Source: an optimization exercise on an open RTL-to-GDS flow (aim: small area, a short achievable clock period and few clock cycles). Production flows keep margins and buffers that such runs may drop.
RTL that was checked went through simulation tests only; none was proved equivalent to the original.

## run H
Design ircodec, start of the top module:
module ircodec (
    input  wire        clk,
    input  wire        rst,
    input  wire        cmd_valid,
    output wire        cmd_ready,
    input  wire [31:0] cmd_word,
    input  wire [31:0] cmd_arg0,
    input  wire [31:0] cmd_arg1,
    output wire [31:0] res0,
    output wire [31:0] res1,
    output wire [31:0] status,
    output wire [31:0] cfg_state,
    output wire [31:0] cfg_res,
    output wire [31:0] cfg_margin,
    output wire [31:0] tt_leader,
    output wire [31:0] tt_bit0,
    output wire [31:0] tt_bit1,
    output wire [31:0] tt_ending,
    output wire [31:0] tt_margin,
    output wire [31:0] enc_state,
    output wire [31:0] seq_tx,
    output wire [31:0] seq_next,
    output wire [31:0] dec_result,
    output wire [7:0]  pl_rd_addr,
    input  wire [7:0]  pl_rd_data,
    output reg         pl_we,
    output wire [7:0]  pl_wr_addr,
    output wire [7:0]  pl_wr_data,
    output reg         tx_we,
    output wire [6:0]  tx_addr,
    output wire [31:0] tx_wdata,
    output wire [6:0]  rx_rd_addr,
    input  wire [31:0] rx_rd_data,
    output reg         dst_we,
    output wire [7:0]  dst_wr_addr,
    output wire [7:0]  dst_wr_data,
    output wire [7:0]  dst_rd_addr,
    input  wire [7:0]  dst_rd_data
);
clock: 12.0 ns
lec_check: 0
cap_margin: 20
core_margin: 2
core_utilization: 55
slew_margin: 20
tns_end_percent: 5
standard.sh (not shown) runs the stock make flow with config.mk's settings and CLKGATE_MAP_FILE= SYNTH_SCRIPT=/design/flow/synth_recipe.tcl, a recipe that flattens the netlist after the stock synthesis.
==> flow/flow/run.sh <==
#!/bin/bash
# Standard layout with three changes: repair_timing aims below the clock
# period (setup margin 8.5 ns), the ports get plain buf_1 buffers, and the
# clock tree uses larger sink clusters without dummy loads. Each tool's
# output goes to its own log under orfs/logs; make's output to
# standard_make.log.
set -euo pipefail
export SETUP_SLACK_MARGIN=8.5
export BUFFER_PORTS_ARGS="-buffer_cell sky130_fd_sc_hd__buf_1"
export CTS_ARGS="-sink_clustering_enable -repair_clock_nets -dont_use_dummy_load -sink_clustering_size 24 -sink_clustering_max_diameter 80 -buf_list sky130_fd_sc_hd__clkbuf_16"
bash standard.sh > standard_make.log 2>&1
Run H was carried through to the last stage, and its layout satisfied the timing, DRC and antenna checks.
Inputs modified between run H and run Y:
--- a/flow/design.v
+++ b/flow/design.v
@@ -119,23 +119,25 @@
     wire [15:0] t_li = {1'b0, t_la[15:1]};
     reg        illegal;
     reg [8:0]  a0l, a1l;      
     reg        a0h, a1h;      
     reg [7:0]  w;             
     reg [7:0]  wa;            
     reg [31:0] wd;            
     reg [7:0]  pd;            
     reg        sel_m, sel_l;  
     reg [7:0]  ra;            
     reg [6:0]  ri;            
+    reg [7:0]  byte_r;        
     reg        done;
+    reg        use_in;        
     reg        flag;          
     reg [3:0]  ksel;          
     reg [3:0]  post_err;      
     reg [3:0]  err_r;         
     reg [120:0] dbuf;         
     reg        x_clr;         
     reg [4:0]  ctr;
     reg [1:0]  vsel;
     reg        ovf;
     assign cmd_ready  = rdy;
     assign res0       = r_res0;
@@ -224,24 +226,23 @@
             default: shot_byte = r_seq_tx[7:0];
         endcase
     end
     wire [31:0] sc_seq = {dbuf[104:97], dbuf[112:105], dbuf[120:113], dst_rd_data};
     wire        sc_hit = ({dbuf[104:97], dbuf[112:105], dbuf[120:113]} == r_seq_next[31:8]) &&
                          (dst_rd_data == r_seq_next[7:0]);
     wire acc_enc = (cmd_word == 32'd2) && tt_valid &&
                    (cmd_arg0[31:9] == 23'd0) && !(cmd_arg0[8] && (|cmd_arg0[7:0])) &&
                    (cmd_arg1[31:8] == 24'd0) && !(cmd_arg1[7] && (|cmd_arg1[6:0])) &&
                    (cmd_arg1[7:0] != 8'd0);
     wire acc_sb  = (cmd_word == 32'd4);
-    wire [7:0] cur_byte = pl_rd_data;
-    wire [8:0] pcur_inc = pcur + 9'd1;
+    wire [7:0] cur_byte = use_in ? pl_rd_data : byte_r;
     wire [1:0] e_ph = (phase == PH_LEADER) ? PH_DATA : phase;
     wire e_data  = (e_ph == PH_DATA);
     wire e_wok   = (w < a1l[7:0]);
     wire e_pclt  = (pcur < a0l);
     wire e_bit   = e_data && e_wok && e_pclt;
     wire e_end   = ((e_ph == PH_ENDING) || (e_data && !e_pclt)) && e_wok;
     task finish(input [31:0] v0, input [31:0] v1, input [3:0] code);
         begin
             r_res0  <= v0;
             r_res1  <= v1;
             st_code <= code;
@@ -296,47 +297,50 @@
             dbuf <= {dst_rd_data, dbuf[120:8]};
         else
             dbuf <= {dbuf[119:0], sym_bit};
         if (state == S_IMUL || state == S_IDIV)
             dbuf[36:0] <= x_next;
         begin
             ri <= ri + 7'd1;
             wd     <= sym_leader;
             pd     <= 8'h4C;
             wa     <= 8'd0;
             w      <= w + 8'd1;
+            byte_r <= cur_byte;
+            use_in <= 1'b1;
             case (state)
                 S_RST: begin
                     state <= S_IDLE;
                     rdy   <= 1'b1;
                 end
                 S_IDLE: begin
                     wa      <= 8'd0;
                     wd      <= sym_leader;
                     pd      <= 8'h4C;
                     w       <= {7'd0, acc_sb || (phase == PH_LEADER)};
                     done    <= 1'b0;
+                    use_in  <= 1'b1;
                     illegal <= (cmd_word[31:8] != 24'd0) ||
                                (cmd_word[7:0] == 8'd0) || (cmd_word[7:0] > 8'd5);
                     a0l     <= cmd_arg0[8:0];
                     a1l     <= cmd_arg1[8:0];
                     a0h     <= |cmd_arg0[31:9];
                     a1h     <= |cmd_arg1[31:9];
                     ri      <= {6'd0, cmd_valid};
                     if (cmd_valid) begin
                         rdy       <= 1'b0;
                         state     <= acc_enc ? S_ENC : acc_sb ? S_SB : S_DISP;
                         tx_we     <= acc_enc && (phase == PH_LEADER);
                         pl_we     <= acc_sb;
                         st_lastop <= cmd_word[7:0];
-                        ra        <= (bcur == 3'd7) ? pcur_inc[7:0] : pcur[7:0];
+                        ra        <= pcur[7:0] + 8'd1;
                     end
                 end
                 S_DISP: begin
                     if (illegal) begin
                         finish(32'd0, 32'd0, C_ILLEGAL);
                     end else begin
                         case (st_lastop[2:0])
                             3'd1: begin  
                                 if (tt_valid) begin
                                     finish(32'd0, 32'd0, C_ALREADY);
                                 end else if (res_bad) begin
@@ -438,34 +442,38 @@
                 S_ICHK5: begin
                     if (flag) begin
                         tt_valid <= 1'b1;
                         finish(32'd0, 32'd0, C_OK);
                     end else begin
                         init_clear;
                         finish(32'd0, 32'd0, C_CFGINV);
                     end
                 end
                 S_ENC: begin
                     tx_we  <= 1'b0;
+                    byte_r <= cur_byte;
+                    use_in <= 1'b0;
                     if (done) begin
                         finish({24'd0, w}, 32'd1, C_OK);
                     end else if (e_bit) begin
                         tx_we <= 1'b1;
                         wa    <= w;
                         wd    <= cur_byte[bcur] ? sym_bit1 : sym_bit0;
                         w     <= w + 8'd1;
                         phase <= PH_DATA;
                         bcur  <= bcur + 3'd1;
-                        if (bcur == 3'd7)
-                            pcur <= pcur_inc;
-                        ra <= (bcur[2:1] == 2'b11) ? pcur_inc[7:0] : pcur[7:0];
+                        if (bcur == 3'd7) begin
+                            pcur   <= pcur + 9'd1;
+                            use_in <= 1'b1;
+                            ra     <= ra + 8'd1;
+                        end
                     end else if (e_end) begin
                         tx_we <= 1'b1;
                         wa    <= w;
                         wd    <= sym_ending;
                         w     <= w + 8'd1;
                         phase <= PH_LEADER;
                         pcur  <= 9'd0;
                         bcur  <= 3'd0;
                         done  <= 1'b1;
                     end else begin
                         phase <= (e_data && !e_pclt) ? PH_ENDING : e_ph;
Findings:
Run Y reports a higher synthesized area than run H does.
The synthesized area per cell in run Y sits about 0.4% above the value recorded for run H.
Compared with run H, fmax in run Y increased by a few percent.
Count of H-tree levels built during CTS across run Y and run H: no real change.
Re worst setup margin: run Y and run H aren't equal, and the higher value belongs to run Y.
Testbench counts of run Y, summed over its fixed seeds: cycles 29,419.
The RTL of run H was laid out without a check of its function.

[separate check: timing with driven ports]
Ports are ideal in the flow. The routed layouts listed here were re-timed in OpenROAD.
Step 1 (the two cells are an assumption about what drives the block):
set clk [get_ports {clk}]
set_driving_cell -lib_cell sky130_fd_sc_hd__clkbuf_16 $clk
set_driving_cell -lib_cell sky130_fd_sc_hd__buf_2 [delete_from_list [all_inputs] $clk]
Step 2 adds t to the input delays and takes it off the output delays; t is the mean of the earliest and latest rising clock arrival at the registers after step 1. Input paths then give back, and output paths get back, about the clock's delay inside the block.
Slacks: ideal / step 1 / step 2; pairs: ideal / step 1.
run | shift t [ns] | setup WS [ns] | hold slack, ns | clock arrival spread, ns | cell pins on the clock port's net
run H | 0.639 | 7.918 / 7.963 / 7.324 | 0.383 / 0.383 / 0.383 | 0.088 / 0.088 | 1
run Y | 0.641 | 8.043 / 8.046 / 7.437 | 0.425 / 0.425 / 0.425 | 0.091 / 0.091 | 1
After both steps every run listed still meets setup and hold. For run Y, which loses most, drivers alone change the setup slack by +0.003 ns; drivers and shift together by -0.606 ns.
